This design comes from an exercise in tuning for small area, a short achievable clock period and few clock cycles on the open sky130 flow, not from production work. The RTL was checked by simulation tests, not by an equivalence proof against the original design. Power figures rest on the tool's default switching activity, not on a simulated workload.

==> flow/design.v (outline; a module is shown in full before it is edited, if it fits) <==
// module conv_engine: 952 lines
// module mac_lane: 345 lines
module conv_engine (
    input  wire        clk,
    input  wire        rst,
    input  wire        kc_we,
    input  wire [5:0]  kc_idx,
    input  wire [15:0] kc_data,
    input  wire        start,
    input  wire [7:0]  ksel,
    input  wire [7:0]  kdim,
    input  wire [15:0] kdiv,
    input  wire [31:0] src_base,
    input  wire [31:0] dst_base,
    input  wire [15:0] width,
    input  wire [15:0] height,
    output reg         busy,
    output reg         done,
    output reg  [2:0]  err,
    output reg         mem_req,
    output reg         mem_we,
    output wire [31:0] mem_addr,
    output reg  [7:0]  mem_wdata,
    input  wire        mem_gnt,
    input  wire        mem_rvalid,
    input  wire [7:0]  mem_rdata
);
  // ...
==> flow/flow/run.sh <==
#!/bin/bash
# The standard layout (the standard.sh, unchanged synthesis and steps),
# with ORFS's timing repair asked to keep a setup margin, so that it sizes
# and buffers paths well below the design's clock period.
set -euo pipefail
bash standard.sh SETUP_SLACK_MARGIN=11.2 finish > flow_make.log 2>&1
==> flow/standard.sh <==
#!/bin/bash
# synth_recipe.tcl (not shown) runs the flow's synth.tcl, then flattens the netlist and writes it again
# the make line also repeats each setting of config.mk as NAME=value (left out here)
make -C /OpenROAD-flow-scripts/flow DESIGN_CONFIG=/design/flow/config.mk WORK_HOME=/design/flow/orfs CLKGATE_MAP_FILE= SYNTH_SCRIPT=/design/flow/synth_recipe.tcl "${@:-finish}"
==> flow/config.mk <==
export PLATFORM = sky130hd
export DESIGN_NAME = conv_engine
export DESIGN_NICKNAME = conv_engine
export VERILOG_FILES = /design/flow/design.v
export SDC_FILE = /design/flow/constraint.sdc
export NUM_CORES = 4
export LEC_CHECK = 0
export CAP_MARGIN = 20
export CORE_MARGIN = 2
export CORE_UTILIZATION = 40
export SLEW_MARGIN = 20
==> flow/constraint.sdc <==
create_clock -name core_clock -period 16.0 [get_ports {clk}]
set_input_delay 3.2000 -clock core_clock [delete_from_list [all_inputs] [get_ports {clk}]]
set_output_delay 3.2000 -clock core_clock [all_outputs]
set_load 0.01 [all_outputs]
==> reports/summary.txt, run 1 <==
Status -> complete, no violations
Max reg flops -> 784
Crit path arrival time -> 5.54 ns
Pre-antenna DRT Iters -> 13
Num CTS Buffers -> 220
# IOs -> 211
Vias in the first global route -> 94550
Share of total power in the clock network -> 0.256
Worst setup startpoint -> ksel[0]
Max-slew violations -> 0
Met3 GRT Util -> 0.06678
Total Wirelength -> 451100 µm
Layout cell share with drive strength beyond 1 -> 0.08503
Utilization after layout -> 0.4548
Via/cell ratio -> 5.993
Met3 routed WL -> 51380 µm
Die height -> 567.3 µm
Netlist Area Pre-Place -> 126900 µm²
GRT overflow -> 0
Root Buffer -> clkbuf_16
Worst-path clk slew -> 0.06 ns
Worst Skew -> 0.07394 ns
Non-clock buffer share -> 0.03771
Via Count -> 99600
Inverters -> 1083
Synth Area in XOR/XNOR -> 0.06934
Sequential power -> 6.94 mW
ClkCell Share -> 0.05145
Synth top area cells -> edfxtp_1 (32%), fa_1 (10%), dfxtp_1 (9.9%)
Hold Violations, Final -> 0
Cell class with the largest area share -> multi-input gates
Commonest non-fill, non-tap cell in the layout -> edfxtp_1
Wire length on met1 -> 187800 µm
First-pass GRT wire length -> 653100 µm
Share of flip-flops with an asynchronous set or reset -> 0
Routing usage on met1 -> 0.3840
Testbench counts, summed over its fixed seeds: cycles 122,270.
==> run 2, diff against run 1 <==
==> flow/flow/run.sh (replaced) <==
#!/bin/bash
# The standard layout (the standard.sh, unchanged synthesis and steps),
# with two changes to how the layout is made:
#  - ORFS's timing repair keeps a setup margin, so that it sizes and buffers
#    paths well below the design's clock period;
#  - the port buffers that ORFS inserts at every input and output are plain
#    buffers (buf_4) rather than the delay cell buffer_ports picks by default.
set -euo pipefail
export BUFFER_PORTS_ARGS="-buffer_cell sky130_fd_sc_hd__buf_4"
bash standard.sh SETUP_SLACK_MARGIN=11.3 finish > flow_make.log 2>&1
==> run 2 against run 1 <==
  * Still clean on timing, DRC and antenna
  * Fmax up 1.5%
  * First-iteration DRC count increased by 2.3%
  * Flip-flop and latch count unchanged
  * Utilization is 0.68 points lower
  * Clock skew up 0.0075 ns
  * Total power decreased by 0.98%
  * Sequential power about the same
  * Synthesized cell count did not move
  * Sequential share of layout area grew 0.56 points
  * Routed wire length shrank 2.1%
  * Synthesized area unchanged
  * Largest cell class unchanged
  * Highest routed layer unchanged
==> reports/summary.txt, run 2 <==
Sw power -> 7.723 mW
Critical R2R Launch -> np[2]$_DFFE_PP_
Synth top area share -> 0.3213
Area Growth Syn to Fin -> 11.27%
Final Cycle Share -> 0.3034
Rows -> 206
Vias in the first global route -> 94900 (+0.37%)
First-pass GRT wire length -> 645600 µm (-1.1%)
Required @ worst endpoint -> 16.81 ns
Port Buffers -> 198
Count of cell types in the netlist -> 102
# IOs -> 211 (unchanged)
Hold/Removal Path Class -> register to register
Most frequent cells in the layout -> edfxtp_1 (1358), nand2_1 (1148), inv_1 (1069), fa_1 (656), ha_1 (656)
Share of total power in the clock network -> 0.247 (-0.009)
Lkg Pwr -> 53.67 nW
#FFs+latches synth -> 1987
Clock Path Buffers -> 4
H-tree depth -> 4
Post-route ant nets -> 0
Max Cap Violations -> 0
Nets -> 13670
Status -> complete, no violations
Core area -> 315200 µm²
Mux contribution to synthesized area -> 0.01255
Sequential element share of the synthesized area -> 0.4206
Layout cell share with drive strength beyond 1 -> 0.09280 (+0.007765)
CTS sink cnt -> 1987
Crit Path Category -> register to register
Synth Area per Inst -> 10.32 µm²
P per Cell Area -> 145.9 nW/µm²
Clock latency (worst-skew pair) -> 0.94 ns
GRT overflow -> 0 (unchanged)
Via/cell ratio -> 5.972 (-0.34%)
Comb power frac -> 0.416
Synth top area cells -> edfxtp_1 (32%), fa_1 (10%), dfxtp_1 (9.9%)
Worst-path clk slew -> 0.06 ns (about the same)
Antenna violations before repair -> 46
Least-Margin Pin Slew -> 1.203 ns
Die height -> 567.3 µm (unchanged)
Worst slew margin -> 0.1963
Netlist Area Pre-Place -> 126900 µm² (unchanged)
Synth warn -> 1
Setup TNS -> 0 ns
Die Width -> 567.3 µm
Num CTS Buffers -> 219 (-0.45%)
Residual DRC -> 0
Hold endpoint -> hbv$_DFFE_PP_
EDFF count, synth -> 1358
Reg-to-Reg End -> busy$_SDFFE_PP0P_
Worst hold path depth -> 0
Top FF cell, synth -> edfxtp_1
Root Buffer -> clkbuf_16
Share of flip-flops with an asynchronous set or reset -> 0 (unchanged)
Switch share -> 0.3749
Crit. End Element -> register
Fill cells -> 29620
Total Wirelength -> 441700 µm (-2.1%)
Yosys top cell by area -> edfxtp_1
Detailed placement HPWL -> 303000 µm
Unrepaired setup endpoints after global routing -> true
Adder-Cell Fraction of Synth Area -> 0.1702
Fmax achieved -> 206.0 MHz
Maximum vdd drop -> 0.1004 mV
Combinational family with the most area after synthesis -> adder cells
Area after DPL -> 132700 µm²
Synth Area in XOR/XNOR -> 0.06934 (unchanged)
Hold Violations, Final -> 0 (unchanged)
Worst reg-to-reg path cell count -> 20
Synth Area in Compound Gates -> 0.1554
Crit path arrival time -> 5.67 ns (+0.13 ns)
Final-report setup violation count -> 0
Largest regs -> kflat: 784 flops, kv: 49 flops, ha: 31 flops
Worst-path fanout max -> 4
DRT iter0 DRCs -> 14070
DIE AREA -> 321800 µm²
Final instance area -> 141200 µm²
Total GRT Usage -> 0.2678
Total power -> 20.60 mW
Cells after Synth -> 12300
Max-slew violations -> 0 (unchanged)
Max reg flops -> 784 (unchanged)
Setup crit start kind -> register
Largest net degree at the start of global routing -> 194
Most common cell in the netlist -> edfxtp_1
FF-to-FF setup slack -> 11.15 ns
Commonest cells post-synth -> edfxtp_1 (1358), nand2_1 (1153), inv_1 (1076)
Via Count -> 98740 (-0.87%)
Commonest non-fill, non-tap cell in the layout -> edfxtp_1
Internal -> 12.88 mW
Sequential power share -> 0.337
HP Start -> ab$_DFFE_PP_
Pre-antenna DRT Iters -> 9 (-4)
Drt wl/cell -> 26.72 µm
Area share of and/or/nand/nor cells after synthesis -> 0.1154
Routability Congestion -> 0.9219
Worst Skew -> 0.08143 ns (+0.007484 ns)
Most flops, register -> kflat
Initial Util -> 0.4026
TritonCTS clock tree -> yes
Final min period -> 4.854 ns
-- run 2: changes by cell type in the layout (fill, tap and decap cells not counted), sizes merged, moves of 4 or more --
cell           delta
buf              +97
clkbuf            -8
inv               +4
clkdlybuf4s50   -158
clkinv           +26
clkdlybuf4s15    -22
diode             -5
bufinv           -14
dlygate4sd2       -6
-- run 2: power groups by stage --
stage / clock network [mW] / logic (mW) / registers (mW)
final: 5.09 / 8.57 / 6.94
after global routing: 5.33 / 9.72 / 7.01
after CTS: 5.14 / 8.53 / 6.93
after detailed placement: 0 / 8.44 / 7.04
after global placement: 0 / 8.32 / 7.04
after floorplan: 0 / 5.99 / 6.76
-- run 2: final cells by class --
cell class / count / area (µm²) / area share
Timing Repair inverter: 1 / 7.507 / 0.00005316
Clock buffer: 277 / 6040 / 0.04277
Multi-Input combinational cell: 8439 / 67700 / 0.4794
Sequential cell: 1987 / 53430 / 0.3784
Inverter: 1082 / 4080 / 0.02889
Tap cell: 4160 / 5205 / 0.03686
Timing Repair Buffer: 449 / 3696 / 0.02617
Clock inverter: 125 / 1018 / 0.007213
Antenna cell: 13 / 32.53 / 0.0002304
-- run 2: timing repair --
action                                  in CTS  in global routing
gates cloned                                 5                  0
buffers inserted                            33                 45
resized for setup                           71                 76
endpoints found under the setup margin     361                169
pin swaps                                   18                 34
hold buffers                                 0                  0
-- run 2: metal layers --
metal,vias to the layer above,track usage,routed length (µm)
li1,43710,-,-
met1,48490,0.3800,184800
met2,5558,0.3917,186600
met3,971,0.05885,49340
met4,18,0.1141,20870
met5,-,0,106
-- run 2: worst max path at each step --
stage,from,to,cells after the start
floorplan,rst,Dr[0]$_DFFE_PP_,4
global route,np[0]$_DFFE_PP_,err[1]$_SDFFE_PP0P_,21
global placement,rst,ymr[0]$_DFFE_PP_,4
detailed placement,rst,ymr[1]$_DFFE_PP_,4
finish,np[2]$_DFFE_PP_,busy$_SDFFE_PP0P_,20
CTS,busy$_SDFFE_PP0P_,busy,2
-- run 2: critical path, cell delays in order (launching register included) --
cell and delay, ns:
edfxtp_1 0.43, ha_1 0.37, nor2b_2 0.18, o31a_1 0.27, o211ai_1 0.37, o21a_2 0.26
o31ai_4 0.08, a311o_1 0.35, ha_1 0.31, nand4_1 0.13, nor4_2 0.34, a311oi_1 0.13
a21oi_1 0.22, a2bb2oi_1 0.17, and4_1 0.26, a211oi_4 0.06, buf_12 0.16, nor4_4 0.18
nand2_2 0.15, buf_4 0.18, a211oi_2 0.16
-- run 2: metrics by stage --
step	utilization	worst slack, ns	cells	hold WS (ns)
3_5_place_dp	0.4211	10.17	16030	0.4081
4_1_cts	0.4454	11.27	16470	0.4167
6_report	0.4480	11.15	16530	0.4135
5_1_grt	0.4479	10.91	16530	0.4263
2_1_floorplan	-	10.95	12310	0.4003
3_3_place_gp	0.4211	10.23	16030	0.4044
-- run 2: logic make-up (layout without fill, tap and decap cells) --
| group | count (synthesis) | count (layout) |
|---|---|---|
| buffers and inverters | 1891 | 1934 |
| and+or+nand+nor | 3125 | 3127 |
| adders and majority gates | 1332 | 1332 |
| AOI/OAI and AO/OA | 2816 | 2818 |
| DFF | 1987 | 1987 |
| xor gates and xnor gates | 1000 | 1000 |
| other | 1 | 25 |
| muxes | 150 | 150 |
==> module conv_engine, before the edit <==
module conv_engine (
    input  wire        clk,
    input  wire        rst,
    input  wire        kc_we,
    input  wire [5:0]  kc_idx,
    input  wire [15:0] kc_data,
    input  wire        start,
    input  wire [7:0]  ksel,
    input  wire [7:0]  kdim,
    input  wire [15:0] kdiv,
    input  wire [31:0] src_base,
    input  wire [31:0] dst_base,
    input  wire [15:0] width,
    input  wire [15:0] height,
    output reg         busy,
    output reg         done,
    output reg  [2:0]  err,
    output reg         mem_req,
    output reg         mem_we,
    output wire [31:0] mem_addr,
    output reg  [7:0]  mem_wdata,
    input  wire        mem_gnt,
    input  wire        mem_rvalid,
    input  wire [7:0]  mem_rdata
);
    localparam ST_IDLE = 2'd0;
    localparam ST_MUL  = 2'd1;
    localparam ST_CHK  = 2'd2;
    localparam ST_RUN  = 2'd3;
    localparam PH_LEAD = 2'd0;    
    localparam PH_MAIN = 2'd1;
    localparam PH_TAIL = 2'd2;    
    reg [783:0] kflat;
    reg [48:0]  kv;
    wire        kc_wen = kc_we && !busy && (kc_idx < 6'd49);
    genvar g;
    generate
        for (g = 0; g < 49; g = g + 1) begin : g_kc
            always @(posedge clk)
                if (kc_wen && kc_idx == g)
                    kflat[16*g +: 16] <= kc_data;
        end
    endgenerate
    always @(posedge clk) begin
        if (rst)
            kv <= 49'd0;
        else if (kc_wen)
            kv[kc_idx] <= 1'b1;
    end
    reg [1:0]  st;
    reg [15:0] Wr, Hr, Dr;
    reg [1:0]  kc;             
    reg [3:0]  cat;            
    reg        sh, dh;         
    reg [3:0]  mcnt;
    reg [20:0] np;             
    reg        nsat;           
    wire        bad_ksel  = (ksel > 8'd12);
    wire        bad_shape = (ksel == 8'd0) && (kdim == 8'd0 || !kdim[0] || kdim > 8'd7);
    wire        empty     = (width == 16'd0) || (height == 16'd0);
    wire [2:0]  e_pre     = bad_ksel ? 3'd3 : bad_shape ? 3'd1 : empty ? 3'd2 : 3'd0;
    reg  [15:0] d_new;
    always @(*) begin
        if (ksel == 8'd0)
            d_new = (kdiv == 16'd0) ? 16'd1 : kdiv;
        else case (ksel[3:0])
            4'd1:    d_new = 16'd16;
            4'd2:    d_new = 16'd9;
            4'd10:   d_new = 16'd9;
            4'd12:   d_new = 16'd10;
            default: d_new = 16'd1;
        endcase
    end
    reg [19:0] top;            
    reg [19:0] cbase;          
    reg [19:0] raddr;          
    reg [19:0] wpa;            
    reg [19:0] wpb;            
    reg signed [16:0] ymr;     
    reg signed [16:0] t;       
    reg [2:0]  ti;             
    reg [15:0] cx;
    reg [1:0]  oc;
    reg [1:0]  ph;
    reg        rd_done;
    reg        tr_is;          
    reg [1:0]  S;              
    reg [19:0] maddr;
    assign mem_addr = {12'd0, maddr};
    reg  [7:0] Oa, Ob;
    reg        Ova, Ovb;
    reg        Oa_sk, Ob_sk;   
    wire running  = (st == ST_RUN);
    wire adv      = !mem_req || mem_gnt;
    wire do_wr    = running && adv && (Ova || Ovb);
    wire col_st   = (ti == 3'd0);
    wire col_ok   = ((ph == PH_MAIN) && (cx >= {14'd0, kc})) ||
                    ((ph == PH_TAIL) && (({1'b0, Wr} + {15'd0, oc}) >= {15'd0, kc}));
    wire can_rd   = !rd_done && (!col_st || !col_ok || (S != 2'd2));
    wire do_rd    = running && adv && !Ova && !Ovb && can_rd;
    wire [16:0] yl      = ymr + {15'd0, kc} + 17'd1;                
    wire [16:0] yn      = yl + {16'd0, tr_is};                       
    wire        last_ti = (ti == {kc, tr_is});
    wire [16:0] t1      = t + 17'sd1;
    wire [15:0] cx1     = cx + 16'd1;
    wire        cx_end  = (cx1 == Wr);
    wire        oc_end  = (oc == kc - 2'd1);
    wire        row_end = ((ph == PH_TAIL) && oc_end) || ((ph == PH_MAIN) && cx_end && (kc == 2'd0));
    wire [19:0] W20     = {4'd0, Wr};
    wire [19:0] top_inc = tr_is ? (ymr[16] ? W20 : {W20[18:0], 1'b0}) : (ymr[16] ? 20'd0 : W20);
    wire [19:0] top_nx  = top + top_inc;
    wire signed [16:0] ymr_nx = ymr + (tr_is ? 17'sd2 : 17'sd1);
    reg         t_in;
    wire [16:0] t2      = t + 17'sd2;
    wire [16:0] ym1     = ymr + 17'sd1;
    wire [16:0] yn1     = ymr_nx + 17'sd1;
    wire        tin_t1  = !t1[16] && (t2 < {1'b0, Hr});
    wire        tin_ym  = !ymr[16] && (ym1 < {1'b0, Hr});
    wire        tin_yn  = !ymr_nx[16] && (yn1 < {1'b0, Hr});
    reg [2:0]  ri;
    reg [15:0] rcx;
    reg [1:0]  roc;
    reg [1:0]  rph;
    reg [15:0] rrem;           
    wire        tr_rx    = !kc[1] && (rrem[15:1] != 15'd0);
    wire        r_last   = (ri == {kc, tr_rx});
    wire        r_ok     = ((rph == PH_MAIN) && (rcx >= {14'd0, kc})) ||
                           ((rph == PH_TAIL) && (({1'b0, Wr} + {15'd0, roc}) >= {15'd0, kc}));
    wire [15:0] rcx1     = rcx + 16'd1;
    wire        rcx_end  = (rcx1 == Wr);
    wire        roc_end  = (roc == kc - 2'd1);
    wire        r_rowend = ((rph == PH_TAIL) && roc_end) || ((rph == PH_MAIN) && rcx_end && (kc == 2'd0));
    reg [15:0] ksel0;
    reg        kval0;
    reg [5:0]  csel0;
    reg [15:0] ksel1;
    reg        kval1;
    reg [5:0]  csel1;
    reg [15:0] ksel2;
    reg        kval2;
    reg [5:0]  csel2;
    reg [15:0] ksel3;
    reg        kval3;
    reg [15:0] ksel4;
    reg        kval4;
    reg [5:0]  csel4;
    reg [15:0] ksel5;
    reg        kval5;
    reg [5:0]  csel5;
    reg [15:0] ksel6;
    reg        kval6;
    reg [5:0]  csel6;
    always @(*) begin
        ksel0 = 16'd0;
        kval0 = 1'b0;
        case ({tr_rx, kc, ri})
            6'd0: begin ksel0 = kflat[0 +: 16]; kval0 = kv[0]; end
            6'd8: begin ksel0 = kflat[32 +: 16]; kval0 = kv[2]; end
            6'd9: begin ksel0 = kflat[80 +: 16]; kval0 = kv[5]; end
            6'd10: begin ksel0 = kflat[128 +: 16]; kval0 = kv[8]; end
            6'd16: begin ksel0 = kflat[64 +: 16]; kval0 = kv[4]; end
            6'd17: begin ksel0 = kflat[144 +: 16]; kval0 = kv[9]; end
            6'd18: begin ksel0 = kflat[224 +: 16]; kval0 = kv[14]; end
            6'd19: begin ksel0 = kflat[304 +: 16]; kval0 = kv[19]; end
            6'd20: begin ksel0 = kflat[384 +: 16]; kval0 = kv[24]; end
            6'd24: begin ksel0 = kflat[96 +: 16]; kval0 = kv[6]; end
            6'd25: begin ksel0 = kflat[208 +: 16]; kval0 = kv[13]; end
            6'd26: begin ksel0 = kflat[320 +: 16]; kval0 = kv[20]; end
            6'd27: begin ksel0 = kflat[432 +: 16]; kval0 = kv[27]; end
            6'd28: begin ksel0 = kflat[544 +: 16]; kval0 = kv[34]; end
            6'd29: begin ksel0 = kflat[656 +: 16]; kval0 = kv[41]; end
            6'd30: begin ksel0 = kflat[768 +: 16]; kval0 = kv[48]; end
            6'd32: begin ksel0 = kflat[0 +: 16]; kval0 = kv[0]; end
            6'd40: begin ksel0 = kflat[32 +: 16]; kval0 = kv[2]; end
            6'd41: begin ksel0 = kflat[80 +: 16]; kval0 = kv[5]; end
            6'd42: begin ksel0 = kflat[128 +: 16]; kval0 = kv[8]; end
            default: ;
        endcase
    end
    always @(*) begin
        csel0 = 6'd0;
        case ({tr_rx, cat, ri[1:0]})
            7'd4: csel0 = 6'd1;
            7'd5: csel0 = 6'd2;
            7'd6: csel0 = 6'd1;
            7'd68: csel0 = 6'd1;
            7'd69: csel0 = 6'd2;
            7'd70: csel0 = 6'd1;
            7'd8: csel0 = 6'd1;
            7'd9: csel0 = 6'd1;
            7'd10: csel0 = 6'd1;
            7'd72: csel0 = 6'd1;
            7'd73: csel0 = 6'd1;
            7'd74: csel0 = 6'd1;
            7'd12: csel0 = 6'd1;
            7'd13: csel0 = 6'd2;
            7'd14: csel0 = 6'd1;
            7'd76: csel0 = 6'd1;
            7'd77: csel0 = 6'd2;
            7'd78: csel0 = 6'd1;
            7'd16: csel0 = -6'd1;
            7'd18: csel0 = 6'd1;
            7'd80: csel0 = -6'd1;
            7'd82: csel0 = 6'd1;
            7'd21: csel0 = 6'd1;
            7'd85: csel0 = 6'd1;
            7'd24: csel0 = 6'd1;
            7'd25: csel0 = 6'd1;
            7'd26: csel0 = 6'd1;
            7'd88: csel0 = 6'd1;
            7'd89: csel0 = 6'd1;
            7'd90: csel0 = 6'd1;
            7'd28: csel0 = -6'd1;
            7'd30: csel0 = 6'd1;
            7'd92: csel0 = -6'd1;
            7'd94: csel0 = 6'd1;
            7'd33: csel0 = 6'd1;
            7'd34: csel0 = 6'd2;
            7'd97: csel0 = 6'd1;
            7'd98: csel0 = 6'd2;
            7'd37: csel0 = -6'd1;
            7'd101: csel0 = -6'd1;
            7'd40: csel0 = -6'd1;
            7'd41: csel0 = -6'd1;
            7'd42: csel0 = -6'd1;
            7'd104: csel0 = -6'd1;
            7'd105: csel0 = -6'd1;
            7'd106: csel0 = -6'd1;
            7'd44: csel0 = -6'd1;
            7'd45: csel0 = -6'd1;
            7'd46: csel0 = -6'd1;
            7'd108: csel0 = -6'd1;
            7'd109: csel0 = -6'd1;
            7'd110: csel0 = -6'd1;
            7'd48: csel0 = 6'd1;
            7'd49: csel0 = 6'd1;
            7'd50: csel0 = 6'd1;
            7'd112: csel0 = 6'd1;
            7'd113: csel0 = 6'd1;
            7'd114: csel0 = 6'd1;
            default: ;
        endcase
    end
    wire [15:0] coef0 = (cat != 4'd0) ? {{10{csel0[5]}}, csel0} : (kval0 ? ksel0 : 16'd0);
    always @(*) begin
        ksel1 = 16'd0;
        kval1 = 1'b0;
        case ({tr_rx, kc, ri})
            6'd8: begin ksel1 = kflat[16 +: 16]; kval1 = kv[1]; end
            6'd9: begin ksel1 = kflat[64 +: 16]; kval1 = kv[4]; end
            6'd10: begin ksel1 = kflat[112 +: 16]; kval1 = kv[7]; end
            6'd16: begin ksel1 = kflat[48 +: 16]; kval1 = kv[3]; end
            6'd17: begin ksel1 = kflat[128 +: 16]; kval1 = kv[8]; end
            6'd18: begin ksel1 = kflat[208 +: 16]; kval1 = kv[13]; end
            6'd19: begin ksel1 = kflat[288 +: 16]; kval1 = kv[18]; end
            6'd20: begin ksel1 = kflat[368 +: 16]; kval1 = kv[23]; end
            6'd24: begin ksel1 = kflat[80 +: 16]; kval1 = kv[5]; end
            6'd25: begin ksel1 = kflat[192 +: 16]; kval1 = kv[12]; end
            6'd26: begin ksel1 = kflat[304 +: 16]; kval1 = kv[19]; end
            6'd27: begin ksel1 = kflat[416 +: 16]; kval1 = kv[26]; end
            6'd28: begin ksel1 = kflat[528 +: 16]; kval1 = kv[33]; end
            6'd29: begin ksel1 = kflat[640 +: 16]; kval1 = kv[40]; end
            6'd30: begin ksel1 = kflat[752 +: 16]; kval1 = kv[47]; end
            6'd40: begin ksel1 = kflat[16 +: 16]; kval1 = kv[1]; end
            6'd41: begin ksel1 = kflat[64 +: 16]; kval1 = kv[4]; end
            6'd42: begin ksel1 = kflat[112 +: 16]; kval1 = kv[7]; end
            default: ;
        endcase
    end
    always @(*) begin
        csel1 = 6'd0;
        case ({tr_rx, cat, ri[1:0]})
            7'd4: csel1 = 6'd2;
            7'd5: csel1 = 6'd4;
            7'd6: csel1 = 6'd2;
            7'd68: csel1 = 6'd2;
            7'd69: csel1 = 6'd4;
            7'd70: csel1 = 6'd2;
            7'd8: csel1 = 6'd1;
            7'd9: csel1 = 6'd1;
            7'd10: csel1 = 6'd1;
            7'd72: csel1 = 6'd1;
            7'd73: csel1 = 6'd1;
            7'd74: csel1 = 6'd1;
            7'd16: csel1 = -6'd2;
            7'd18: csel1 = 6'd2;
            7'd80: csel1 = -6'd2;
            7'd82: csel1 = 6'd2;
            7'd20: csel1 = 6'd1;
            7'd21: csel1 = -6'd4;
            7'd22: csel1 = 6'd1;
            7'd84: csel1 = 6'd1;
            7'd85: csel1 = -6'd4;
            7'd86: csel1 = 6'd1;
            7'd28: csel1 = -6'd1;
            7'd30: csel1 = 6'd1;
            7'd92: csel1 = -6'd1;
            7'd94: csel1 = 6'd1;
            7'd32: csel1 = -6'd1;
            7'd33: csel1 = 6'd1;
            7'd34: csel1 = 6'd1;
            7'd96: csel1 = -6'd1;
            7'd97: csel1 = 6'd1;
            7'd98: csel1 = 6'd1;
            7'd36: csel1 = -6'd1;
            7'd37: csel1 = 6'd5;
            7'd38: csel1 = -6'd1;
            7'd100: csel1 = -6'd1;
            7'd101: csel1 = 6'd5;
            7'd102: csel1 = -6'd1;
            7'd40: csel1 = -6'd1;
            7'd41: csel1 = 6'd17;
            7'd42: csel1 = -6'd1;
            7'd104: csel1 = -6'd1;
            7'd105: csel1 = 6'd17;
            7'd106: csel1 = -6'd1;
            7'd44: csel1 = -6'd1;
            7'd45: csel1 = 6'd8;
            7'd46: csel1 = -6'd1;
            7'd108: csel1 = -6'd1;
            7'd109: csel1 = 6'd8;
            7'd110: csel1 = -6'd1;
            7'd48: csel1 = 6'd1;
            7'd49: csel1 = 6'd2;
            7'd50: csel1 = 6'd1;
            7'd112: csel1 = 6'd1;
            7'd113: csel1 = 6'd2;
            7'd114: csel1 = 6'd1;
            default: ;
        endcase
    end
    wire [15:0] coef1 = (cat != 4'd0) ? {{10{csel1[5]}}, csel1} : (kval1 ? ksel1 : 16'd0);
    always @(*) begin
        ksel2 = 16'd0;
        kval2 = 1'b0;
        case ({tr_rx, kc, ri})
            6'd8: begin ksel2 = kflat[0 +: 16]; kval2 = kv[0]; end
            6'd9: begin ksel2 = kflat[48 +: 16]; kval2 = kv[3]; end
            6'd10: begin ksel2 = kflat[96 +: 16]; kval2 = kv[6]; end
            6'd16: begin ksel2 = kflat[32 +: 16]; kval2 = kv[2]; end
            6'd17: begin ksel2 = kflat[112 +: 16]; kval2 = kv[7]; end
            6'd18: begin ksel2 = kflat[192 +: 16]; kval2 = kv[12]; end
            6'd19: begin ksel2 = kflat[272 +: 16]; kval2 = kv[17]; end
            6'd20: begin ksel2 = kflat[352 +: 16]; kval2 = kv[22]; end
            6'd24: begin ksel2 = kflat[64 +: 16]; kval2 = kv[4]; end
            6'd25: begin ksel2 = kflat[176 +: 16]; kval2 = kv[11]; end
            6'd26: begin ksel2 = kflat[288 +: 16]; kval2 = kv[18]; end
            6'd27: begin ksel2 = kflat[400 +: 16]; kval2 = kv[25]; end
            6'd28: begin ksel2 = kflat[512 +: 16]; kval2 = kv[32]; end
            6'd29: begin ksel2 = kflat[624 +: 16]; kval2 = kv[39]; end
            6'd30: begin ksel2 = kflat[736 +: 16]; kval2 = kv[46]; end
            6'd40: begin ksel2 = kflat[0 +: 16]; kval2 = kv[0]; end
            6'd41: begin ksel2 = kflat[48 +: 16]; kval2 = kv[3]; end
            6'd42: begin ksel2 = kflat[96 +: 16]; kval2 = kv[6]; end
            default: ;
        endcase
    end
    always @(*) begin
        csel2 = 6'd0;
        case ({tr_rx, cat, ri[1:0]})
            7'd4: csel2 = 6'd1;
            7'd5: csel2 = 6'd2;
            7'd6: csel2 = 6'd1;
            7'd68: csel2 = 6'd1;
            7'd69: csel2 = 6'd2;
            7'd70: csel2 = 6'd1;
            7'd8: csel2 = 6'd1;
            7'd9: csel2 = 6'd1;
            7'd10: csel2 = 6'd1;
            7'd72: csel2 = 6'd1;
            7'd73: csel2 = 6'd1;
            7'd74: csel2 = 6'd1;
            7'd12: csel2 = -6'd1;
            7'd13: csel2 = -6'd2;
            7'd14: csel2 = -6'd1;
            7'd76: csel2 = -6'd1;
            7'd77: csel2 = -6'd2;
            7'd78: csel2 = -6'd1;
            7'd16: csel2 = -6'd1;
            7'd18: csel2 = 6'd1;
            7'd80: csel2 = -6'd1;
            7'd82: csel2 = 6'd1;
            7'd21: csel2 = 6'd1;
            7'd85: csel2 = 6'd1;
            7'd24: csel2 = -6'd1;
            7'd25: csel2 = -6'd1;
            7'd26: csel2 = -6'd1;
            7'd88: csel2 = -6'd1;
            7'd89: csel2 = -6'd1;
            7'd90: csel2 = -6'd1;
            7'd28: csel2 = -6'd1;
            7'd30: csel2 = 6'd1;
            7'd92: csel2 = -6'd1;
            7'd94: csel2 = 6'd1;
            7'd32: csel2 = -6'd2;
            7'd33: csel2 = -6'd1;
            7'd96: csel2 = -6'd2;
            7'd97: csel2 = -6'd1;
            7'd37: csel2 = -6'd1;
            7'd101: csel2 = -6'd1;
            7'd40: csel2 = -6'd1;
            7'd41: csel2 = -6'd1;
            7'd42: csel2 = -6'd1;
            7'd104: csel2 = -6'd1;
            7'd105: csel2 = -6'd1;
            7'd106: csel2 = -6'd1;
            7'd44: csel2 = -6'd1;
            7'd45: csel2 = -6'd1;
            7'd46: csel2 = -6'd1;
            7'd108: csel2 = -6'd1;
            7'd109: csel2 = -6'd1;
            7'd110: csel2 = -6'd1;
            7'd48: csel2 = 6'd1;
            7'd49: csel2 = 6'd1;
            7'd50: csel2 = 6'd1;
            7'd112: csel2 = 6'd1;
            7'd113: csel2 = 6'd1;
            7'd114: csel2 = 6'd1;
            default: ;
        endcase
    end
    wire [15:0] coef2 = (cat != 4'd0) ? {{10{csel2[5]}}, csel2} : (kval2 ? ksel2 : 16'd0);
    always @(*) begin
        ksel3 = 16'd0;
        kval3 = 1'b0;
        case ({tr_rx, kc, ri})
            6'd16: begin ksel3 = kflat[16 +: 16]; kval3 = kv[1]; end
            6'd17: begin ksel3 = kflat[96 +: 16]; kval3 = kv[6]; end
            6'd18: begin ksel3 = kflat[176 +: 16]; kval3 = kv[11]; end
            6'd19: begin ksel3 = kflat[256 +: 16]; kval3 = kv[16]; end
            6'd20: begin ksel3 = kflat[336 +: 16]; kval3 = kv[21]; end
            6'd24: begin ksel3 = kflat[48 +: 16]; kval3 = kv[3]; end
            6'd25: begin ksel3 = kflat[160 +: 16]; kval3 = kv[10]; end
            6'd26: begin ksel3 = kflat[272 +: 16]; kval3 = kv[17]; end
            6'd27: begin ksel3 = kflat[384 +: 16]; kval3 = kv[24]; end
            6'd28: begin ksel3 = kflat[496 +: 16]; kval3 = kv[31]; end
            6'd29: begin ksel3 = kflat[608 +: 16]; kval3 = kv[38]; end
            6'd30: begin ksel3 = kflat[720 +: 16]; kval3 = kv[45]; end
            default: ;
        endcase
    end
    wire [15:0] coef3 = (cat == 4'd0 && kval3) ? ksel3 : 16'd0;
    always @(*) begin
        ksel4 = 16'd0;
        kval4 = 1'b0;
        case ({tr_rx, kc, ri})
            6'd16: begin ksel4 = kflat[0 +: 16]; kval4 = kv[0]; end
            6'd17: begin ksel4 = kflat[80 +: 16]; kval4 = kv[5]; end
            6'd18: begin ksel4 = kflat[160 +: 16]; kval4 = kv[10]; end
            6'd19: begin ksel4 = kflat[240 +: 16]; kval4 = kv[15]; end
            6'd20: begin ksel4 = kflat[320 +: 16]; kval4 = kv[20]; end
            6'd24: begin ksel4 = kflat[32 +: 16]; kval4 = kv[2]; end
            6'd25: begin ksel4 = kflat[144 +: 16]; kval4 = kv[9]; end
            6'd26: begin ksel4 = kflat[256 +: 16]; kval4 = kv[16]; end
            6'd27: begin ksel4 = kflat[368 +: 16]; kval4 = kv[23]; end
            6'd28: begin ksel4 = kflat[480 +: 16]; kval4 = kv[30]; end
            6'd29: begin ksel4 = kflat[592 +: 16]; kval4 = kv[37]; end
            6'd30: begin ksel4 = kflat[704 +: 16]; kval4 = kv[44]; end
            6'd33: begin ksel4 = kflat[0 +: 16]; kval4 = kv[0]; end
            6'd41: begin ksel4 = kflat[32 +: 16]; kval4 = kv[2]; end
            6'd42: begin ksel4 = kflat[80 +: 16]; kval4 = kv[5]; end
            6'd43: begin ksel4 = kflat[128 +: 16]; kval4 = kv[8]; end
            default: ;
        endcase
    end
    always @(*) begin
        csel4 = 6'd0;
        case ({tr_rx, cat, ri[1:0]})
            7'd69: csel4 = 6'd1;
            7'd70: csel4 = 6'd2;
            7'd71: csel4 = 6'd1;
            7'd73: csel4 = 6'd1;
            7'd74: csel4 = 6'd1;
            7'd75: csel4 = 6'd1;
            7'd77: csel4 = 6'd1;
            7'd78: csel4 = 6'd2;
            7'd79: csel4 = 6'd1;
            7'd81: csel4 = -6'd1;
            7'd83: csel4 = 6'd1;
            7'd86: csel4 = 6'd1;
            7'd89: csel4 = 6'd1;
            7'd90: csel4 = 6'd1;
            7'd91: csel4 = 6'd1;
            7'd93: csel4 = -6'd1;
            7'd95: csel4 = 6'd1;
            7'd98: csel4 = 6'd1;
            7'd99: csel4 = 6'd2;
            7'd102: csel4 = -6'd1;
            7'd105: csel4 = -6'd1;
            7'd106: csel4 = -6'd1;
            7'd107: csel4 = -6'd1;
            7'd109: csel4 = -6'd1;
            7'd110: csel4 = -6'd1;
            7'd111: csel4 = -6'd1;
            7'd113: csel4 = 6'd1;
            7'd114: csel4 = 6'd1;
            7'd115: csel4 = 6'd1;
            default: ;
        endcase
    end
    wire [15:0] coef4 = (cat != 4'd0) ? {{10{csel4[5]}}, csel4} : (kval4 ? ksel4 : 16'd0);
    always @(*) begin
        ksel5 = 16'd0;
        kval5 = 1'b0;
        case ({tr_rx, kc, ri})
            6'd24: begin ksel5 = kflat[16 +: 16]; kval5 = kv[1]; end
            6'd25: begin ksel5 = kflat[128 +: 16]; kval5 = kv[8]; end
            6'd26: begin ksel5 = kflat[240 +: 16]; kval5 = kv[15]; end
            6'd27: begin ksel5 = kflat[352 +: 16]; kval5 = kv[22]; end
            6'd28: begin ksel5 = kflat[464 +: 16]; kval5 = kv[29]; end
            6'd29: begin ksel5 = kflat[576 +: 16]; kval5 = kv[36]; end
            6'd30: begin ksel5 = kflat[688 +: 16]; kval5 = kv[43]; end
            6'd41: begin ksel5 = kflat[16 +: 16]; kval5 = kv[1]; end
            6'd42: begin ksel5 = kflat[64 +: 16]; kval5 = kv[4]; end
            6'd43: begin ksel5 = kflat[112 +: 16]; kval5 = kv[7]; end
            default: ;
        endcase
    end
    always @(*) begin
        csel5 = 6'd0;
        case ({tr_rx, cat, ri[1:0]})
            7'd69: csel5 = 6'd2;
            7'd70: csel5 = 6'd4;
            7'd71: csel5 = 6'd2;
            7'd73: csel5 = 6'd1;
            7'd74: csel5 = 6'd1;
            7'd75: csel5 = 6'd1;
            7'd81: csel5 = -6'd2;
            7'd83: csel5 = 6'd2;
            7'd85: csel5 = 6'd1;
            7'd86: csel5 = -6'd4;
            7'd87: csel5 = 6'd1;
            7'd93: csel5 = -6'd1;
            7'd95: csel5 = 6'd1;
            7'd97: csel5 = -6'd1;
            7'd98: csel5 = 6'd1;
            7'd99: csel5 = 6'd1;
            7'd101: csel5 = -6'd1;
            7'd102: csel5 = 6'd5;
            7'd103: csel5 = -6'd1;
            7'd105: csel5 = -6'd1;
            7'd106: csel5 = 6'd17;
            7'd107: csel5 = -6'd1;
            7'd109: csel5 = -6'd1;
            7'd110: csel5 = 6'd8;
            7'd111: csel5 = -6'd1;
            7'd113: csel5 = 6'd1;
            7'd114: csel5 = 6'd2;
            7'd115: csel5 = 6'd1;
            default: ;
        endcase
    end
    wire [15:0] coef5 = (cat != 4'd0) ? {{10{csel5[5]}}, csel5} : (kval5 ? ksel5 : 16'd0);
    always @(*) begin
        ksel6 = 16'd0;
        kval6 = 1'b0;
        case ({tr_rx, kc, ri})
            6'd24: begin ksel6 = kflat[0 +: 16]; kval6 = kv[0]; end
            6'd25: begin ksel6 = kflat[112 +: 16]; kval6 = kv[7]; end
            6'd26: begin ksel6 = kflat[224 +: 16]; kval6 = kv[14]; end
            6'd27: begin ksel6 = kflat[336 +: 16]; kval6 = kv[21]; end
            6'd28: begin ksel6 = kflat[448 +: 16]; kval6 = kv[28]; end
            6'd29: begin ksel6 = kflat[560 +: 16]; kval6 = kv[35]; end
            6'd30: begin ksel6 = kflat[672 +: 16]; kval6 = kv[42]; end
            6'd41: begin ksel6 = kflat[0 +: 16]; kval6 = kv[0]; end
            6'd42: begin ksel6 = kflat[48 +: 16]; kval6 = kv[3]; end
            6'd43: begin ksel6 = kflat[96 +: 16]; kval6 = kv[6]; end
            default: ;
        endcase
    end
    always @(*) begin
        csel6 = 6'd0;
        case ({tr_rx, cat, ri[1:0]})
            7'd69: csel6 = 6'd1;
            7'd70: csel6 = 6'd2;
            7'd71: csel6 = 6'd1;
            7'd73: csel6 = 6'd1;
            7'd74: csel6 = 6'd1;
            7'd75: csel6 = 6'd1;
            7'd77: csel6 = -6'd1;
            7'd78: csel6 = -6'd2;
            7'd79: csel6 = -6'd1;
            7'd81: csel6 = -6'd1;
            7'd83: csel6 = 6'd1;
            7'd86: csel6 = 6'd1;
            7'd89: csel6 = -6'd1;
            7'd90: csel6 = -6'd1;
            7'd91: csel6 = -6'd1;
            7'd93: csel6 = -6'd1;
            7'd95: csel6 = 6'd1;
            7'd97: csel6 = -6'd2;
            7'd98: csel6 = -6'd1;
            7'd102: csel6 = -6'd1;
            7'd105: csel6 = -6'd1;
            7'd106: csel6 = -6'd1;
            7'd107: csel6 = -6'd1;
            7'd109: csel6 = -6'd1;
            7'd110: csel6 = -6'd1;
            7'd111: csel6 = -6'd1;
            7'd113: csel6 = 6'd1;
            7'd114: csel6 = 6'd1;
            7'd115: csel6 = 6'd1;
            default: ;
        endcase
    end
    wire [15:0] coef6 = (cat != 4'd0) ? {{10{csel6[5]}}, csel6} : (kval6 ? ksel6 : 16'd0);
    reg [15:0] c0r, c1r, c2r, c3r, c4r, c5r, c6r;
    reg        v1, l1, ok1, re1, tr1;
    wire [9:0] pe = {1'b0, mem_rdata, 1'b0};
    reg  [3:0] b_one, b_two, b_neg;
    reg        b_p7;
    wire [3:0] e_one, e_two, e_neg;
    generate
        for (g = 0; g < 4; g = g + 1) begin : g_booth
            wire [2:0] t3 = pe[2*g +: 3];
            assign e_one[g] = mem_rvalid && (t3[0] ^ t3[1]);
            assign e_two[g] = mem_rvalid && ((t3 == 3'b011) || (t3 == 3'b100));
            assign e_neg[g] = mem_rvalid && t3[2];
        end
    endgenerate
    reg  [29:0] as0, as1, as2, as3, as4, as5, as6;
    reg  [29:0] ac0, ac1, ac2, ac3, ac4, ac5, ac6;
    wire [29:0] ys0, ys1, ys2, ys3, ys4, ys5, ys6;
    wire [29:0] yc0, yc1, yc2, yc3, yc4, yc5, yc6;
    mac_lane u_l0 (.c(c0r), .one(b_one), .two(b_two), .neg(b_neg), .p7(b_p7), .as(as0), .ac(ac0), .ys(ys0), .yc(yc0));
    mac_lane u_l1 (.c(c1r), .one(b_one), .two(b_two), .neg(b_neg), .p7(b_p7), .as(as1), .ac(ac1), .ys(ys1), .yc(yc1));
    mac_lane u_l2 (.c(c2r), .one(b_one), .two(b_two), .neg(b_neg), .p7(b_p7), .as(as2), .ac(ac2), .ys(ys2), .yc(yc2));
    mac_lane u_l3 (.c(c3r), .one(b_one), .two(b_two), .neg(b_neg), .p7(b_p7), .as(as3), .ac(ac3), .ys(ys3), .yc(yc3));
    mac_lane u_l4 (.c(c4r), .one(b_one), .two(b_two), .neg(b_neg), .p7(b_p7), .as(as4), .ac(ac4), .ys(ys4), .yc(yc4));
    mac_lane u_l5 (.c(c5r), .one(b_one), .two(b_two), .neg(b_neg), .p7(b_p7), .as(as5), .ac(ac5), .ys(ys5), .yc(yc5));
    mac_lane u_l6 (.c(c6r), .one(b_one), .two(b_two), .neg(b_neg), .p7(b_p7), .as(as6), .ac(ac6), .ys(ys6), .yc(yc6));
    wire [29:0] dhi = {15'd0, Dr[15:1]};
    reg  [29:0] Asa, Aca, Asb, Acb;
    reg         av, ab, a_sk;
    reg  [30:0] ha, hb;
    reg         hv0, hbv, h_sk;
    wire push   = v1 && l1 && ok1;
    reg  [17:0] D3;                        
    reg         dbusy, db, d_sk;
    reg  [1:0]  dcnt;
    reg  [24:0] rema, remb;
    reg  [5:0]  qa, qb;
    reg         fnega, fsata, fnegb, fsatb;
    wire [25:0] sa1 = {1'b0, rema} - {3'd0, Dr, 7'd0};
    wire [25:0] sa2 = {1'b0, rema} - {2'd0, Dr, 8'd0};
    wire [25:0] sa3 = {1'b0, rema} - {1'b0, D3, 7'd0};
    wire [25:0] sb1 = {1'b0, remb} - {3'd0, Dr, 7'd0};
    wire [25:0] sb2 = {1'b0, remb} - {2'd0, Dr, 8'd0};
    wire [25:0] sb3 = {1'b0, remb} - {1'b0, D3, 7'd0};
    wire [1:0]  diga = !sa3[25] ? 2'd3 : !sa2[25] ? 2'd2 : !sa1[25] ? 2'd1 : 2'd0;
    wire [1:0]  digb = !sb3[25] ? 2'd3 : !sb2[25] ? 2'd2 : !sb1[25] ? 2'd1 : 2'd0;
    wire [22:0] rna  = !sa3[25] ? sa3[22:0] : !sa2[25] ? sa2[22:0] : !sa1[25] ? sa1[22:0] : rema[22:0];
    wire [22:0] rnb  = !sb3[25] ? sb3[22:0] : !sb2[25] ? sb2[22:0] : !sb1[25] ? sb1[22:0] : remb[22:0];
    wire        dlast = dbusy && (dcnt == 2'd3);
    wire        dfin  = dlast && !Ova && !Ovb;
    wire        pop   = hv0 && (!dbusy || dfin);
    wire        h_load = av && (!hv0 || pop);
    wire        sat_a = (ha[29:25] != 5'd0) || (ha[24:0] >= {Dr, 9'd0});
    wire        sat_b = (hb[29:25] != 5'd0) || (hb[24:0] >= {Dr, 9'd0});
    wire wr_taken = mem_req && mem_we && mem_gnt;
    wire fin      = running && wr_taken && (np == 21'd1);
    wire [21:0] np_nx  = {np, 1'b0} + {6'd0, (Hr[15] ? Wr : 16'd0)};
    wire [21:0] s_end  = {2'd0, top} + {1'b0, np};
    wire [21:0] d_end  = {2'd0, wpa} + {1'b0, np};
    wire        bad_rng = nsat || sh || dh || (s_end > 22'h100000) || (d_end > 22'h100000);
    wire        ovl     = ({2'd0, top} < d_end) && ({2'd0, wpa} < s_end);
    always @(posedge clk) begin
        if (rst) begin
            st      <= ST_IDLE;
            busy    <= 1'b0;
            done    <= 1'b0;
            err     <= 3'd0;
            mem_req <= 1'b0;
            mem_we  <= 1'b0;
            Ova     <= 1'b0;
            Ovb     <= 1'b0;
            S       <= 2'd0;
            rd_done <= 1'b0;
        end else begin
            done <= 1'b0;
            case (st)
                ST_IDLE: begin
                    if (start) begin
                        err <= e_pre;
                        if (e_pre != 3'd0) begin
                            done <= 1'b1;
                        end else begin
                            busy <= 1'b1;
                            st   <= ST_MUL;
                        end
                        Wr   <= width;
                        Hr   <= height;
                        Dr   <= d_new;
                        kc   <= (ksel == 8'd0) ? kdim[2:1] : 2'd1;
                        cat  <= ksel[3:0];
                        top  <= src_base[19:0];
                        wpa  <= dst_base[19:0];
                        sh   <= (src_base[31:20] != 12'd0);
                        dh   <= (dst_base[31:20] != 12'd0);
                        np   <= 21'd0;
                        nsat <= 1'b0;
                        mcnt <= 4'd0;
                    end
                end
                ST_MUL: begin
                    D3   <= {2'd0, Dr} + {1'b0, Dr, 1'b0};
                    np   <= np_nx[20:0];
                    nsat <= nsat | np_nx[21];
                    Hr   <= {Hr[14:0], Hr[15]};
                    mcnt <= mcnt + 4'd1;
                    if (mcnt == 4'd15)
                        st <= ST_CHK;
                end
                ST_CHK: begin
                    if (bad_rng || ovl) begin
                        err  <= bad_rng ? 3'd4 : 3'd5;
                        done <= 1'b1;
                        busy <= 1'b0;
                        st   <= ST_IDLE;
                    end else begin
                        st <= ST_RUN;
                    end
                    wpb     <= wpa + W20;
                    cbase   <= top;
                    raddr   <= top;
                    ymr     <= -$signed({15'd0, kc});
                    t       <= -$signed({15'd0, kc});
                    t_in    <= (kc == 2'd0) && (Hr[15:1] != 15'd0);
                    ti      <= 3'd0;
                    cx      <= 16'd0;
                    oc      <= 2'd0;
                    ph      <= (kc == 2'd0) ? PH_MAIN : PH_LEAD;
                    rd_done <= 1'b0;
                    tr_is   <= !kc[1] && (Hr[15:1] != 15'd0);
                    S       <= 2'd0;
                end
                ST_RUN: begin
                    if (adv) begin
                        if (Ova) begin
                            mem_req   <= 1'b1;
                            mem_we    <= 1'b1;
                            maddr     <= wpa;
                            mem_wdata <= Oa;
                            wpa       <= wpa + 20'd1 + (Oa_sk ? W20 : 20'd0);
                        end else if (Ovb) begin
                            mem_req   <= 1'b1;
                            mem_we    <= 1'b1;
                            maddr     <= wpb;
                            mem_wdata <= Ob;
                            wpb       <= wpb + 20'd1 + (Ob_sk ? W20 : 20'd0);
                        end else if (can_rd) begin
                            mem_req <= 1'b1;
                            mem_we  <= 1'b0;
                            maddr   <= raddr;
                        end else begin
                            mem_req <= 1'b0;
                        end
                    end
                    if (do_rd) begin
                        if (!last_ti) begin
                            ti    <= ti + 3'd1;
                            t     <= t1;
                            t_in  <= tin_t1;
                            raddr <= raddr + (t_in ? W20 : 20'd0);
                        end else begin
                            ti <= 3'd0;
                            if (row_end) begin
                                ph    <= (kc == 2'd0) ? PH_MAIN : PH_LEAD;
                                oc    <= 2'd0;
                                cx    <= 16'd0;
                                ymr   <= ymr_nx;
                                t     <= ymr_nx;
                                t_in  <= tin_yn;
                                top   <= top_nx;
                                cbase <= top_nx;
                                raddr <= top_nx;
                                if (yn == {1'b0, Hr})
                                    rd_done <= 1'b1;
                                tr_is <= !kc[1] && ((yn + 17'd1) < {1'b0, Hr});
                            end else begin
                                t    <= ymr;
                                t_in <= tin_ym;
                                case (ph)
                                    PH_LEAD: begin
                                        raddr <= cbase;
                                        if (oc_end) begin
                                            ph <= PH_MAIN;
                                            oc <= 2'd0;
                                        end else
                                            oc <= oc + 2'd1;
                                    end
                                    PH_MAIN: begin
                                        if (cx_end) begin
                                            raddr <= cbase;
                                            ph    <= PH_TAIL;
                                            oc    <= 2'd0;
                                        end else begin
                                            raddr <= cbase + 20'd1;
                                            cbase <= cbase + 20'd1;
                                            cx    <= cx1;
                                        end
                                    end
                                    default: begin
                                        raddr <= cbase;
                                        oc    <= oc + 2'd1;
                                    end
                                endcase
                            end
                        end
                    end
                    S <= S + ((do_rd && col_st && col_ok) ? 2'd1 : 2'd0) - (pop ? 2'd1 : 2'd0);
                    if (wr_taken)
                        np <= np - 21'd1;
                    if (do_wr && Ova)
                        Ova <= 1'b0;
                    else if (dfin)
                        Ova <= 1'b1;
                    if (do_wr && !Ova && Ovb)
                        Ovb <= 1'b0;
                    else if (dfin && db)
                        Ovb <= 1'b1;
                    if (fin) begin
                        done    <= 1'b1;
                        busy    <= 1'b0;
                        err     <= 3'd0;
                        st      <= ST_IDLE;
                        mem_req <= 1'b0;
                    end
                end
                default: st <= ST_IDLE;
            endcase
        end
    end
    always @(posedge clk) begin
        if (dfin) begin
            Oa    <= fnega ? 8'd0 : fsata ? 8'd255 : {qa, diga};
            Ob    <= fnegb ? 8'd0 : fsatb ? 8'd255 : {qb, digb};
            Oa_sk <= d_sk;
            Ob_sk <= d_sk;
        end
    end
    always @(posedge clk) begin
        c0r <= coef0; c1r <= coef1; c2r <= coef2; c3r <= coef3;
        c4r <= coef4; c5r <= coef5; c6r <= coef6;
        b_one <= e_one;
        b_two <= e_two;
        b_neg <= e_neg;
        b_p7  <= mem_rvalid && mem_rdata[7];
        l1  <= r_last;
        ok1 <= r_ok;
        re1 <= r_last && r_rowend;
        tr1 <= tr_rx;
        if (rst)
            v1 <= 1'b0;
        else
            v1 <= mem_rvalid;
        if (st == ST_CHK) begin
            ri   <= 3'd0;
            rcx  <= 16'd0;
            roc  <= 2'd0;
            rph  <= (kc == 2'd0) ? PH_MAIN : PH_LEAD;
            rrem <= Hr;
        end else if (mem_rvalid) begin
            if (!r_last) begin
                ri <= ri + 3'd1;
            end else begin
                ri <= 3'd0;
                if (r_rowend) begin
                    rph  <= (kc == 2'd0) ? PH_MAIN : PH_LEAD;
                    roc  <= 2'd0;
                    rcx  <= 16'd0;
                    rrem <= rrem - (tr_rx ? 16'd2 : 16'd1);
                end else case (rph)
                    PH_LEAD: begin
                        if (roc_end) begin
                            rph <= PH_MAIN;
                            roc <= 2'd0;
                        end else
                            roc <= roc + 2'd1;
                    end
                    PH_MAIN: begin
                        if (rcx_end) begin
                            rph <= PH_TAIL;
                            roc <= 2'd0;
                        end else
                            rcx <= rcx1;
                    end
                    default: roc <= roc + 2'd1;
                endcase
            end
        end
    end
    always @(posedge clk) begin
        if (st == ST_CHK || (v1 && l1 && re1)) begin
            as0 <= dhi; as1 <= dhi; as2 <= dhi; as3 <= dhi; as4 <= dhi; as5 <= dhi; as6 <= dhi;
            ac0 <= 30'd0; ac1 <= 30'd0; ac2 <= 30'd0; ac3 <= 30'd0;
            ac4 <= 30'd0; ac5 <= 30'd0; ac6 <= 30'd0;
        end else if (v1 && l1) begin
            as0 <= ys1; as1 <= ys2; as2 <= ys3; as3 <= tr1 ? dhi : ys4; as4 <= ys5; as5 <= ys6; as6 <= dhi;
            ac0 <= yc1; ac1 <= yc2; ac2 <= yc3; ac3 <= tr1 ? 30'd0 : yc4; ac4 <= yc5; ac5 <= yc6; ac6 <= 30'd0;
        end else begin
            as0 <= ys0; as1 <= ys1; as2 <= ys2; as3 <= ys3; as4 <= ys4; as5 <= ys5; as6 <= ys6;
            ac0 <= yc0; ac1 <= yc1; ac2 <= yc2; ac3 <= yc3; ac4 <= yc4; ac5 <= yc5; ac6 <= yc6;
        end
        if (push) begin
            Asa  <= ys0;
            Aca  <= yc0;
            Asb  <= ys4;
            Acb  <= yc4;
            ab   <= tr1;
            a_sk <= tr1 && re1;
        end
        if (h_load) begin
            ha   <= {Asa + Aca, Dr[0]};
            hb   <= {Asb + Acb, Dr[0]};
            hbv  <= ab;
            h_sk <= a_sk;
        end
    end
    always @(posedge clk) begin
        if (rst || st == ST_CHK) begin
            hv0   <= 1'b0;
            av    <= 1'b0;
            dbusy <= 1'b0;
        end else begin
            av  <= push || (av && !h_load);
            hv0 <= h_load || (hv0 && !pop);
            if (pop) begin
                dbusy <= 1'b1;
                dcnt  <= 2'd0;
                db    <= hbv;
                d_sk  <= h_sk;
                rema  <= ha[24:0];
                fnega <= ha[30];
                fsata <= !ha[30] && sat_a;
                remb  <= hb[24:0];
                fnegb <= hb[30];
                fsatb <= !hb[30] && sat_b;
            end else if (dbusy) begin
                if (dcnt != 2'd3) begin
                    rema <= {rna, 2'b00};
                    remb <= {rnb, 2'b00};
                    qa   <= {qa[3:0], diga};
                    qb   <= {qb[3:0], digb};
                    dcnt <= dcnt + 2'd1;
                end else if (dfin) begin
                    dbusy <= 1'b0;
                end
            end
        end
    end
endmodule
==> run 3, diff against run 2 <==
--- a/flow/design.v
+++ b/flow/design.v
@@ -30,9 +30,17 @@
     localparam PH_LEAD = 2'd0;    
     localparam PH_MAIN = 2'd1;
     localparam PH_TAIL = 2'd2;    
+    reg [1:0]  st;
+    reg [15:0] Wr, Hr, Dr;
+    reg [1:0]  kc;             
+    reg [3:0]  cat;            
+    reg        sh, dh;         
+    reg [3:0]  mcnt;
+    reg [20:0] np;             
+    reg        nsat;           
     reg [783:0] kflat;
     reg [48:0]  kv;
-    wire        kc_wen = kc_we && !busy && (kc_idx < 6'd49);
+    wire        kc_wen = kc_we && (st == ST_IDLE) && (kc_idx < 6'd49);
     genvar g;
     generate
         for (g = 0; g < 49; g = g + 1) begin : g_kc
@@ -47,14 +55,6 @@
         else if (kc_wen)
             kv[kc_idx] <= 1'b1;
     end
-    reg [1:0]  st;
-    reg [15:0] Wr, Hr, Dr;
-    reg [1:0]  kc;             
-    reg [3:0]  cat;            
-    reg        sh, dh;         
-    reg [3:0]  mcnt;
-    reg [20:0] np;             
-    reg        nsat;           
     wire        bad_ksel  = (ksel > 8'd12);
     wire        bad_shape = (ksel == 8'd0) && (kdim == 8'd0 || !kdim[0] || kdim > 8'd7);
     wire        empty     = (width == 16'd0) || (height == 16'd0);
@@ -87,11 +87,12 @@
     reg [1:0]  S;              
     reg [19:0] maddr;
     assign mem_addr = {12'd0, maddr};
+    reg        rq_rd, rq_wr;
     reg  [7:0] Oa, Ob;
     reg        Ova, Ovb;
     reg        Oa_sk, Ob_sk;   
     wire running  = (st == ST_RUN);
-    wire adv      = !mem_req || mem_gnt;
+    wire adv      = !(rq_rd || rq_wr) || mem_gnt;
     wire do_wr    = running && adv && (Ova || Ovb);
     wire col_st   = (ti == 3'd0);
     wire col_ok   = ((ph == PH_MAIN) && (cx >= {14'd0, kc})) ||
@@ -657,7 +658,7 @@
     wire        h_load = av && (!hv0 || pop);
     wire        sat_a = (ha[29:25] != 5'd0) || (ha[24:0] >= {Dr, 9'd0});
     wire        sat_b = (hb[29:25] != 5'd0) || (hb[24:0] >= {Dr, 9'd0});
-    wire wr_taken = mem_req && mem_we && mem_gnt;
+    wire wr_taken = rq_wr && mem_gnt;
     wire fin      = running && wr_taken && (np == 21'd1);
     wire [21:0] np_nx  = {np, 1'b0} + {6'd0, (Hr[15] ? Wr : 16'd0)};
     wire [21:0] s_end  = {2'd0, top} + {1'b0, np};
@@ -672,6 +673,8 @@
             err     <= 3'd0;
             mem_req <= 1'b0;
             mem_we  <= 1'b0;
+            rq_rd   <= 1'b0;
+            rq_wr   <= 1'b0;
             Ova     <= 1'b0;
             Ovb     <= 1'b0;
             S       <= 2'd0;
@@ -739,21 +742,29 @@
                         if (Ova) begin
                             mem_req   <= 1'b1;
                             mem_we    <= 1'b1;
+                            rq_rd     <= 1'b0;
+                            rq_wr     <= 1'b1;
                             maddr     <= wpa;
                             mem_wdata <= Oa;
                             wpa       <= wpa + 20'd1 + (Oa_sk ? W20 : 20'd0);
                         end else if (Ovb) begin
                             mem_req   <= 1'b1;
                             mem_we    <= 1'b1;
+                            rq_rd     <= 1'b0;
+                            rq_wr     <= 1'b1;
                             maddr     <= wpb;
                             mem_wdata <= Ob;
                             wpb       <= wpb + 20'd1 + (Ob_sk ? W20 : 20'd0);
                         end else if (can_rd) begin
                             mem_req <= 1'b1;
                             mem_we  <= 1'b0;
+                            rq_rd   <= 1'b1;
+                            rq_wr   <= 1'b0;
                             maddr   <= raddr;
                         end else begin
                             mem_req <= 1'b0;
+                            rq_rd   <= 1'b0;
+                            rq_wr   <= 1'b0;
                         end
                     end
                     if (do_rd) begin
@@ -825,6 +836,8 @@
                         err     <= 3'd0;
                         st      <= ST_IDLE;
                         mem_req <= 1'b0;
+                        rq_rd   <= 1'b0;
+                        rq_wr   <= 1'b0;
                     end
                 end
                 default: st <= ST_IDLE;
==> run 3 against run 2 <==
  * Die area up 0.64%
  * Highest routed layer unchanged
  * Largest cell class unchanged
  * Utilization down 0.10 points
  * Critical endpoint is now kflat[418]$_DFFE_PP_
  * Worst hold slack better by 0.0062 ns
==> reports/summary.txt, run 3 <==
Status -> complete, no violations
Residual DRC -> 0 (unchanged)
Num CTS Buffers -> 223 (+1.8%)
Max-slew violations -> 0 (unchanged)
Vias in the first global route -> 94890 (-0.0063%)
Hold Violations, Final -> 0 (unchanged)
# IOs -> 211 (unchanged)
Setup TNS -> 0 ns (unchanged)
Lkg Pwr -> 53.54 nW (-0.24%)
P per Cell Area -> 144.8 nW/µm² (-0.77%)
Root Buffer -> clkbuf_16
Slowest CP cell -> nor2_4
Final min period -> 4.729 ns (-0.1251 ns)
Synth top area share -> 0.3193 (-0.002059)
First-pass GRT wire length -> 656400 µm (+1.7%)
Synth Area per Inst -> 10.27 µm² (-0.47%)
Commonest non-fill, non-tap cell in the layout -> edfxtp_1
Unrepaired setup endpoints after global routing -> true
Via/cell ratio -> 6.023 (+0.85%)
Total Wirelength -> 453300 µm (+2.6%)
DIE AREA -> 323800 µm² (+0.64%)
Crit path arrival time -> 5.22 ns (-0.45 ns)
Largest net degree at the start of global routing -> 165 (-15%)
#FFs+latches synth -> 1989 (+0.10%)
GRT overflow -> 0 (unchanged)
Drt wl/cell -> 27.22 µm (+1.9%)
Most flops, register -> kflat
Yosys top cell by area -> edfxtp_1
Least-Margin Pin Slew -> 1.176 ns (-0.02674 ns)
Die Width -> 569.1 µm (+0.32%)
Antenna violations before repair -> 45 (-2.2%)
Detailed placement HPWL -> 316200 µm (+4.4%)
Top FF cell, synth -> edfxtp_1
Fin Hold WS -> 0.4198 ns (+0.006241 ns)
Worst-path cell chain -> buf_4 -> inv_1 -> ha_2 -> nand2_2 -> a31oi_2 -> nand3b_1 -> buf_4 -> nor2_4
CTS sink cnt -> 1989 (+0.10%)
Commonest cells post-synth -> edfxtp_1 (1358), nand2_1 (1126), inv_1 (1077)
Critical R2R Launch -> b_one[3]$_DFF_P_
Hold/Removal Path Class -> register to register
HP Start -> hbv$_DFFE_PP_
Most common cell in the netlist -> edfxtp_1
Crit. End Element -> register
Worst path max stage delay -> 0.79 ns (+0.36 ns)
Clock latency (worst-skew pair) -> 0.95 ns (about the same)
Hold endpoint -> db$_DFFE_PP_
Final-report setup violation count -> 0 (unchanged)
Die height -> 569.1 µm (+0.32%)
Top cell by count, worst path -> buf_4
TritonCTS clock tree -> yes
Routability Congestion -> 0.9510 (+3.2%)
Final Cycle Share -> 0.2956 (-0.007819)
Worst reg-to-reg path cell count -> 11 (-45%)
Worst path bufs/invs -> 3 (+1)
H-tree depth -> 4 (unchanged)
Initial Util -> 0.4019 (-0.0006759)
Worst-path fanout max -> 16 (+12)
Synth top area cells -> edfxtp_1 (32%), fa_1 (10%), dfxtp_1 (9.9%)
Setup crit start kind -> input pin
Sequential element share of the synthesized area -> 0.4182 (-0.002381)
Netlist Area Pre-Place -> 127700 µm² (+0.64%)
Largest regs -> kflat: 784 flops, kv: 49 flops, ha: 31 flops
Worst slew margin -> 0.2124 (+0.01607)
Worst setup startpoint -> kc_idx[0]
Area Growth Syn to Fin -> 11.21% (about the same)
Crit Path Category -> input pin to register
Required @ worst endpoint -> 16.49 ns (-0.32 ns)
EDFF count, synth -> 1358 (unchanged)
Cells after Synth -> 12440 (+1.1%)
Layout cell share with drive strength beyond 1 -> 0.08852 (-0.004283)
Post-route ant nets -> 0 (unchanged)
Pre-antenna DRT Iters -> 10 (+1)
Via Count -> 100300 (+1.6%)
Most frequent cells in the layout -> edfxtp_1 (1358), nand2_1 (1119), inv_1 (1072), a22oi_1 (734), fa_1 (659)
Nets -> 13770 (+0.74%)
Max Cap Violations -> 0 (unchanged)
# hold bufs at CTS -> 0 (unchanged)
Clock Path Buffers -> 4 (unchanged)
Synth warn -> 1 (unchanged)
Worst Skew -> 0.1284 ns (+0.04698 ns)
Fmax achieved -> 211.5 MHz (+2.6%)
Reg-to-Reg End -> ac3[14]$_SDFF_PP0_
Share of flip-flops with an asynchronous set or reset -> 0 (unchanged)
DRT iter0 DRCs -> 13920 (-1.1%)
Port Buffers -> 198 (unchanged)
Maximum vdd drop -> 0.1085 mV (+8.1%)
Worst-path clk slew -> 0.06 ns (about the same)
FF-to-FF setup slack -> 11.37 ns (+0.22 ns)
Total GRT Usage -> 0.2713 (+0.003459)
Max reg flops -> 784 (unchanged)
Rows -> 207 (+0.49%)
Worst hold path depth -> 0 (unchanged)
Count of cell types in the netlist -> 99 (-2.9%)
Crit-path leading delay family -> simple AND/OR/NAND/NOR gates
Core area -> 317800 µm² (+0.81%)
## run 3: timing repair
action | CTS | global route
resized for setup | 55 | 63
pin swaps | 4 | 20
setup endpoints to repair | 403 | 331
cloned | 1 | 1
buffers inserted | 17 | 41
## run 3: where the power goes
group	switching, mW	internal [mW]
clock	2.24	3.02
sequential	0.511	6.42
combinational	4.85	3.52
total	7.60	13.0
## run 3: worst max path at each step
stage / end / slack [ns] / cells after the start
after global routing: tr_is$_DFFE_PP_ / 11.16 / 20
after floorplan: kflat[272]$_DFFE_PP_ / 10.91 / 7
after CTS: mem_addr[18] / 11.29 / 1
after global placement: kflat[629]$_DFFE_PP_ / 10.46 / 8
after detailed placement: kflat[629]$_DFFE_PP_ / 10.41 / 8
final: kflat[418]$_DFFE_PP_ / 11.27 / 8
## run 3: layout make-up
type | instances | area [µm²]
Multi-Input combinational cell | 8554 | 68180
Inverter | 1080 | 4073
Clock buffer | 281 | 6111
Antenna cell | 14 | 35.03
Tap cell | 4180 | 5230
Sequential cell | 1989 | 53470
Fill cell | 29890 | 175800
Timing Repair Buffer | 432 | 3721
Clock inverter | 125 | 1224
## run 3: logic make-up after synthesis
family | Yosys count | synth area share
mux | 132 | 0.01102
xor+xnor | 973 | 0.06733
simple gates | 3146 | 0.1168
fa+ha+maj | 1333 | 0.1692
buf+inv | 1909 | 0.05671
other cells | 1 | 0.00002936
flops | 1989 | 0.4182
compound gates | 2957 | 0.1607
## run 3: metrics by stage
step | instance area, µm² | instances | utilization | setup slack (ns) | total power [mW]
2_1_floorplan | 128400 | 12450 | - | 10.91 | 12.70
3_3_place_gp | 133500 | 16180 | 0.4201 | 10.46 | 15.15
3_5_place_dp | 133500 | 16180 | 0.4202 | 10.41 | 15.29
4_1_cts | 141200 | 16600 | 0.4444 | 11.29 | 20.55
5_1_grt | 142000 | 16640 | 0.4469 | 11.16 | 21.96
6_report | 142000 | 16660 | 0.4470 | 11.27 | 20.56
## run 3: layer usage
metal  part of all wire  wire, µm  track usage  vias to the layer above
met5            0.00036       165            0                        -
met4              0.041     18730      0.09628                       24
met3               0.12     52380      0.06476                      874
met2               0.43    192900       0.4005                     5744
met1               0.42    189100       0.3860                    49510
li1                   -         -            -                    44160
Testbench counts of run 3, summed over its fixed seeds: cycles 122,270.

-- re-timing with driven ports --
The flow's constraints put no driver on any port. The routed layouts listed below were extracted and timed again, unchanged, in two steps.
Step 1 (the two cells are an assumption about what drives the block):
set clk [get_ports {clk}]
set_driving_cell -lib_cell sky130_fd_sc_hd__clkbuf_16 $clk
set_driving_cell -lib_cell sky130_fd_sc_hd__buf_2 [delete_from_list [all_inputs] $clk]
Step 2 times the ports against the registers' clock, not the clock port: input delays grow and output delays shrink by t, the midpoint of the rising clock arrivals with the driver on.
Slacks: no drivers / after step 1 / after step 2; pairs: no drivers / after step 1.
run	t, ns	slack for setup (ns)	worst setup path after step 2	worst slew at a driven data input, ns
run 1	1.020	11.074 / 11.109 / 10.090	input to register	0.20
run 2	1.015	11.146 / 11.146 / 10.379	input to register	0.12
run 3	1.015	11.271 / 11.224 / 10.344	input to register	0.16
After both steps every run listed still meets setup and hold. For run 1, which loses most, drivers alone change the setup slack by +0.035 ns; drivers and shift together by -0.984 ns.
